Background: an optimization exercise with open tools, aiming at small area, a short achievable clock period and few clock cycles per item. Do not read the settings as production practice. At most, simulation tests tie the RTL to the original design; equivalence was not proved.

==> 06-01 <==
Design r30h, start of the top module:
module r30h (
    input  wire         clk,
    input  wire         rst,         
    input  wire         in_valid,
    input  wire [9:0]   in_token,    
    output wire         in_ready,
    output wire         done,
    output wire         failed,
    output wire [255:0] digest,
    output wire [31:0]  status
);
==> module r30h, before the edit <==
module r30h (
    input  wire         clk,
    input  wire         rst,         
    input  wire         in_valid,
    input  wire [9:0]   in_token,    
    output wire         in_ready,
    output wire         done,
    output wire         failed,
    output wire [255:0] digest,
    output wire [31:0]  status
);
    localparam integer G         = 4;
    localparam integer KEY_START = 1212;
    localparam integer MID       = 1344;
    localparam integer LAST_GEN  = 2359;
    localparam integer FIRST_OUT = 1849;
    localparam integer LO        = 99;
    localparam integer HI        = 2589;
    localparam integer W         = HI - LO + 1;
    localparam integer KB        = KEY_START - LO;       
    localparam integer MI        = MID - LO;             
    localparam integer NCYC      = (LAST_GEN + G - 1) / G;       
    localparam integer SCYC      = (FIRST_OUT - 1) / G;          
    localparam integer M         = G / 2;                        
    localparam integer R         = (NCYC - SCYC) * M;            
    localparam [1:0] OP_INIT   = 2'd0,
                     OP_PUSH   = 2'd1,
                     OP_FINISH = 2'd2,
                     OP_ABORT  = 2'd3;
    reg         ready;       
    reg         done_r;      
    reg         failed_r;    
    reg         df_r;        
    reg         running;     
    reg         sampling;    
    reg         padx;        
    reg         fin_after;   
    reg         pad_after;   
    reg [9:0]   cnt;
    reg [63:0]  n;           
    reg         perr;
    reg         lovf;
    reg [7:0]   cause;
    reg [W-1:0] a;           
    reg [R-1:0] ring;        
    wire       absorb = ready && !df_r;
    wire       accept = in_valid && ready;
    wire [1:0] op     = in_token[9:8];
    wire [7:0] arg    = in_token[7:0];
    wire [4:0] fill   = n[4:0];
    wire [255:0] s    = ring[R-1 -: 256];
    wire do_init   = accept && op == OP_INIT;
    wire do_push   = accept && absorb && op == OP_PUSH;
    wire do_finish = accept && absorb && op == OP_FINISH;
    wire do_abort  = accept && absorb && op == OP_ABORT;
    wire short_fin = (fill <= 5'd24);
    wire [W-1:0] layer [0:G];
    assign layer[0] = a;
    genvar gl;
    generate
        for (gl = 0; gl < G; gl = gl + 1) begin : gen_layer
            assign layer[gl+1] = {layer[gl][W-2:0], 1'b0} ^
                                 (layer[gl] | {1'b0, layer[gl][W-1:1]});
        end
    endgenerate
    wire [M-1:0] smp;
    generate
        for (gl = 0; gl < M; gl = gl + 1) begin : gen_smp
            assign smp[M-1-gl] = layer[2*gl+1][MI];
        end
    endgenerate
    reg  [31:0]  lane_we;
    reg  [255:0] lane_val;
    integer i;
    always @(*) begin
        for (i = 0; i < 32; i = i + 1) begin
            lane_we[i] = (do_push && fill == i) ||
                         (do_finish && i >= fill) ||
                         padx;
            if (do_push)
                lane_val[255 - 8*i -: 8] = arg;
            else if (i >= 24 && (padx || short_fin))
                lane_val[255 - 8*i -: 8] = n[63 - 8*(i-24) -: 8];
            else
                lane_val[255 - 8*i -: 8] = 8'h00;
        end
    end
    wire [255:0] key_val = lane_val ^ s;
    reg [W-1:0] a_d;
    integer c;
    always @(*) begin
        for (c = 0; c < W; c = c + 1) begin
            if (running)
                a_d[c] = layer[G][c];
            else if (c >= KB && c < KB + 256)
                a_d[c] = lane_we[(c - KB) / 8] ? key_val[255 - (c - KB)] : a[c];
            else if (c == KB + 263)
                a_d[c] = 1'b1;
            else
                a_d[c] = 1'b0;
        end
    end
    always @(posedge clk)
        a <= a_d;
    always @(posedge clk) begin
        if (rst || do_init)
            ring[R-1 -: 256] <= 256'd0;
        else if (sampling)
            ring <= {ring[R-1-M:0], ring[R-1 -: M] ^ smp};
    end
    wire [64:0] n_inc = {1'b0, n} + 65'd1;
    always @(posedge clk) begin
        if (rst || do_init) begin
            ready     <= 1'b1;
            done_r    <= 1'b0;
            failed_r  <= 1'b0;
            df_r      <= 1'b0;
            running   <= 1'b0;
            sampling  <= 1'b0;
            padx      <= 1'b0;
            fin_after <= 1'b0;
            pad_after <= 1'b0;
            cnt       <= 10'd0;
            n         <= 64'd0;
            lovf      <= 1'b0;
            cause     <= 8'd0;
            if (rst)
                perr  <= 1'b0;
        end else begin
            if (accept && df_r)
                perr <= 1'b1;
            if (do_push) begin
                n <= n_inc[63:0];
                if (n_inc[64])
                    lovf <= 1'b1;
                if (fill == 5'd31) begin
                    ready     <= 1'b0;
                    running   <= 1'b1;
                    cnt       <= 10'd0;
                    fin_after <= 1'b0;
                    pad_after <= 1'b0;
                end
            end
            if (do_finish) begin
                ready     <= 1'b0;
                running   <= 1'b1;
                cnt       <= 10'd0;
                fin_after <= short_fin;
                pad_after <= !short_fin;
            end
            if (do_abort) begin
                cause    <= arg;
                failed_r <= 1'b1;
                df_r     <= 1'b1;
            end
            if (padx) begin
                padx      <= 1'b0;
                running   <= 1'b1;
                cnt       <= 10'd0;
                fin_after <= 1'b1;
                pad_after <= 1'b0;
            end
            if (running) begin
                cnt <= cnt + 10'd1;
                if (cnt == SCYC - 1)
                    sampling <= 1'b1;
                if (cnt == NCYC - 1) begin
                    running  <= 1'b0;
                    sampling <= 1'b0;
                    if (fin_after) begin
                        ready  <= 1'b1;
                        done_r <= 1'b1;
                        df_r   <= 1'b1;
                    end else if (pad_after) begin
                        padx   <= 1'b1;
                    end else begin
                        ready  <= 1'b1;
                    end
                end
            end
        end
    end
    assign in_ready = ready;
    assign done     = done_r;
    assign failed   = failed_r;
    assign digest   = s;
    assign status   = {10'd0, 1'b0, fill, cause, 1'b0, lovf, perr, 1'b0,
                       done_r, df_r, df_r, failed_r};
endmodule
clock: 5.0 ns
lec_check: 0
cap_margin: 20
core_margin: 2
core_utilization: 40
slew_margin: 20
run.sh (not shown) runs the stock make flow with config.mk's settings and CLKGATE_MAP_FILE= SYNTH_SCRIPT=/design/flow/synth_recipe.tcl, a recipe that flattens the netlist after the stock synthesis.
==> 08-20: changes against 06-01 <==
==> flow/design.v (replaced) <==
module r30h (
    input  wire         clk,
    input  wire         rst,         
    input  wire         in_valid,
    input  wire [9:0]   in_token,    
    output wire         in_ready,
    output wire         done,
    output wire         failed,
    output wire [255:0] digest,
    output wire [31:0]  status
);
    localparam integer G         = 5;
    localparam integer KEY_START = 1212;
    localparam integer MID       = 1344;
    localparam integer LAST_GEN  = 2359;
    localparam integer FIRST_OUT = 1849;
    localparam integer LO        = 99;
    localparam integer HI        = 2589;
    localparam integer W         = HI - LO + 1;
    localparam integer KB        = KEY_START - LO;       
    localparam integer MI        = MID - LO;             
    localparam integer NCYC      = (LAST_GEN + G - 1) / G;
    localparam integer SCYC      = (FIRST_OUT - 1) / G;
    localparam integer NS        = NCYC - SCYC;
    localparam integer M         = (G + 1) / 2;
    localparam integer R         = NS * M;
    localparam [1:0] OP_INIT   = 2'd0,
                     OP_PUSH   = 2'd1,
                     OP_FINISH = 2'd2,
                     OP_ABORT  = 2'd3;
    reg         ready;       
    reg         done_r;      
    reg         failed_r;    
    reg         df_r;        
    reg         running;     
    reg         run_n;       
    reg         sampling;    
    reg         odd;         
    reg         padx;        
    reg         fin_after;   
    reg         pad_after;   
    reg [9:0]   cnt;
    reg [63:0]  n;           
    reg         sf;          
    reg         perr;
    reg         lovf;
    reg [7:0]   cause;
    reg [W-1:0] a;           
    reg [R-1:0] ring;
    wire       absorb = ready && !df_r;
    wire       accept = in_valid && ready;
    wire [1:0] op     = in_token[9:8];
    wire [7:0] arg    = in_token[7:0];
    wire [4:0] fill   = n[4:0];
    wire do_init   = accept && op == OP_INIT;
    wire do_push   = accept && absorb && op == OP_PUSH;
    wire do_finish = accept && absorb && op == OP_FINISH;
    wire do_abort  = accept && absorb && op == OP_ABORT;
    wire short_fin = sf;
    wire [W-1:0] layer [0:G-1];
    wire [W-1:0] last_n;         
    assign layer[0] = a;
    genvar gl, gc;
    generate
        for (gl = 0; gl < G; gl = gl + 1) begin : gen_layer
            wire [W-1:0] nr;         
            r30h_nor2 #(.N(W)) u_or (
                .a(layer[gl]),
                .b({1'b0, layer[gl][W-1:1]}),
                .y(nr)
            );
            if (gl < G - 1) begin : g_mid
                r30h_xnor2 #(.N(W)) u_x (
                    .a({layer[gl][W-2:0], 1'b0}),
                    .b(nr),
                    .y(layer[gl+1])
                );
            end else begin : g_last
                r30h_xor2 #(.N(W)) u_x (
                    .a({layer[gl][W-2:0], 1'b0}),
                    .b(nr),
                    .y(last_n)
                );
            end
        end
    endgenerate
    wire [G:1] mid;
    generate
        for (gl = 1; gl < G; gl = gl + 1) begin : gen_mid
            assign mid[gl] = layer[gl][MI];
        end
    endgenerate
    assign mid[G] = !last_n[MI];
    wire [M-1:0] smp;
    wire [M-1:0] smp_in;
    generate
        for (gl = 0; gl < M; gl = gl + 1) begin : gen_smp
            if (2*gl + 2 <= G) begin : g_both
                assign smp[gl] = odd ? mid[2*gl+2] : mid[2*gl+1];
            end else begin : g_even_only
                assign smp[gl] = odd ? 1'b0 : mid[2*gl+1];
            end
            assign smp_in[M-1-gl] = smp[gl];
        end
    endgenerate
    wire [255:0] s;              
    generate
        for (gl = 0; gl < 256; gl = gl + 1) begin : gen_s
            localparam integer GEN = FIRST_OUT + 2*gl;
            localparam integer J   = (GEN - 1) / G - SCYC;
            localparam integer Q   = (GEN - (SCYC + J) * G - 1) / 2;
            assign s[255-gl] = ring[R-1-J*M-Q];
        end
    endgenerate
    always @(posedge clk) begin
        if (rst || do_init)
            ring <= {R{1'b0}};
        else if (sampling)
            ring <= {ring[R-1-M:0], ring[R-1 -: M] ^ smp_in};
    end
    wire [31:0]  lane_we;
    wire [255:0] lane_val;
    genvar gi;
    generate
        for (gi = 0; gi < 32; gi = gi + 1) begin : gen_lane
            assign lane_we[gi] = (do_push && fill == gi) ||
                                 (do_finish && fill <= gi) ||
                                 padx;
            if (gi < 24) begin : g_data
                assign lane_val[255 - 8*gi -: 8] = do_push ? arg : 8'h00;
            end else begin : g_len
                assign lane_val[255 - 8*gi -: 8] =
                    do_push                ? arg :
                    (padx || short_fin)    ? n[63 - 8*(gi-24) -: 8] : 8'h00;
            end
        end
    endgenerate
    wire [255:0] key_val = lane_val ^ s;
    wire [W-1:0] a_run;          
    r30h_nor2 #(.N(W)) u_ld (
        .a({W{run_n}}),
        .b(last_n),
        .y(a_run)
    );
    generate
        for (gc = 0; gc < W; gc = gc + 1) begin : gen_a
            if (gc >= KB && gc < KB + 256) begin : g_key
                wire idle = lane_we[(gc - KB) / 8] ? key_val[255 - (gc - KB)]
                                                   : a[gc];
                wire d;
                r30h_selrun u_sel (.run(running), .yn(last_n[gc]), .idle(idle), .d(d));
                always @(posedge clk)
                    a[gc] <= d;
            end else if (gc == KB + 263) begin : g_one
                always @(posedge clk)
                    a[gc] <= !(running && last_n[gc]);
            end else begin : g_zero
                always @(posedge clk)
                    a[gc] <= a_run[gc];
            end
        end
    endgenerate
    wire [64:0] n_inc = {1'b0, n} + 65'd1;
    always @(posedge clk) begin
        if (rst || do_init) begin
            ready     <= 1'b1;
            done_r    <= 1'b0;
            failed_r  <= 1'b0;
            df_r      <= 1'b0;
            running   <= 1'b0;
            run_n     <= 1'b1;
            sampling  <= 1'b0;
            odd       <= 1'b0;
            padx      <= 1'b0;
            fin_after <= 1'b0;
            pad_after <= 1'b0;
            cnt       <= 10'd0;
            n         <= 64'd0;
            sf        <= 1'b1;
            lovf      <= 1'b0;
            cause     <= 8'd0;
            if (rst)
                perr  <= 1'b0;
        end else begin
            if (accept && df_r)
                perr <= 1'b1;
            if (do_push) begin
                n <= n_inc[63:0];
                sf <= (fill <= 5'd23) || (fill == 5'd31);
                if (n_inc[64])
                    lovf <= 1'b1;
                if (fill == 5'd31) begin
                    ready     <= 1'b0;
                    running   <= 1'b1;
                    run_n     <= 1'b0;
                    cnt       <= 10'd0;
                    odd       <= 1'b0;
                    fin_after <= 1'b0;
                    pad_after <= 1'b0;
                end
            end
            if (do_finish) begin
                ready     <= 1'b0;
                running   <= 1'b1;
                run_n     <= 1'b0;
                cnt       <= 10'd0;
                odd       <= 1'b0;
                fin_after <= short_fin;
                pad_after <= !short_fin;
            end
            if (do_abort) begin
                cause    <= arg;
                failed_r <= 1'b1;
                df_r     <= 1'b1;
            end
            if (padx) begin
                padx      <= 1'b0;
                running   <= 1'b1;
                run_n     <= 1'b0;
                cnt       <= 10'd0;
                odd       <= 1'b0;
                fin_after <= 1'b1;
                pad_after <= 1'b0;
            end
            if (running) begin
                cnt <= cnt + 10'd1;
                if (G % 2 == 1)
                    odd <= !odd;
                if (cnt == SCYC - 1)
                    sampling <= 1'b1;
                if (cnt == NCYC - 1) begin
                    running  <= 1'b0;
                    run_n    <= 1'b1;
                    sampling <= 1'b0;
                    if (fin_after) begin
                        ready  <= 1'b1;
                        done_r <= 1'b1;
                        df_r   <= 1'b1;
                    end else if (pad_after) begin
                        padx   <= 1'b1;
                    end else begin
                        ready  <= 1'b1;
                    end
                end
            end
        end
    end
    assign in_ready = ready;
    assign done     = done_r;
    assign failed   = failed_r;
    assign digest   = s;
    assign status   = {10'd0, 1'b0, fill, cause, 1'b0, lovf, perr, 1'b0,
                       done_r, df_r, df_r, failed_r};
endmodule
module r30h_nor2 #(parameter integer N = 1) (
    input  wire [N-1:0] a,
    input  wire [N-1:0] b,
    output wire [N-1:0] y
);
    assign y = ~(a | b);
endmodule
module r30h_xnor2 #(parameter integer N = 1) (
    input  wire [N-1:0] a,
    input  wire [N-1:0] b,
    output wire [N-1:0] y
);
    assign y = ~(a ^ b);
endmodule
module r30h_xor2 #(parameter integer N = 1) (
    input  wire [N-1:0] a,
    input  wire [N-1:0] b,
    output wire [N-1:0] y
);
    assign y = a ^ b;
endmodule
module r30h_selrun (
    input  wire run,
    input  wire yn,
    input  wire idle,
    output wire d
);
    assign d = run ? !yn : idle;
endmodule
- CORE_UTILIZATION: 40 -> 65
- CTS_CLUSTER_DIAMETER: not set -> 80
- CTS_CLUSTER_SIZE: not set -> 24
- SETUP_SLACK_MARGIN: not set -> 2.2
- SYNTH_HIERARCHICAL: not set -> 1
- SYNTH_MINIMUM_KEEP_SIZE: not set -> 0
==> summary.txt <==
item	08-20	06-01
Diode insertion count for antenna repair	4	2
Worst Skew	0.0819 ns	0.105 ns
GR Util met1	0.297	0.233
Count of non-CTS inverters in the layout	286	35
Detail-routed via count per cell	4.96	5.55
Number of DRC markers in iteration 0	7144	10848
First-pass GRT wire length	783 mm	929 mm
Total instance count after detailed placement	37664	37388
Outcome	no timing/DRC/antenna violations	no timing/DRC/antenna violations
Count of H-tree levels built during CTS	4	5
Register-to-Register Path Depth	13	9
Worst setup path endpoint	a[1158]	status[17]
Max stage delay cell, worst path	clkdlybuf4s50_1	dfxtp_1
Least-Margin Pin Slew	1.09 ns	1.11 ns
Average routed wire per standard cell	11.9 um	14.3 um
Routing usage on met2	0.421	0.292
Testbench counts of 08-20, summed over its fixed seeds: cycles 110,537, blocks 222.
Only the layout flow was run in 06-01; the RTL was not checked for function there.

[re-timing with driven ports]
No port has a modelled driver above. Below, the same layouts with a new extraction and two added sets of constraints.
Step 1 sets driving cells, clkbuf_16 on the clock port and buf_2 on the other inputs (assumed; they add their load-dependent delay and slew).
Step 2, shift: input delay + t, output delay - t, t = (earliest + latest rising clock arrival at the registers) / 2. This alone moves slack from input paths to output paths.
Three values: ideal, step 1, step 2; two values: the first two.
run | t (ns) | slack for setup (ns) | cell pins on the clock port's net
06-01 | 1.103 | 1.358 / 1.238 / 0.600 | 1
08-20 | 1.030 | 2.152 / 2.163 / 1.201 | 1
After both steps setup and hold are still met in every run listed. The setup slack of 08-20, which loses most, moves by +0.011 ns with the drivers and by -0.951 ns with both steps.
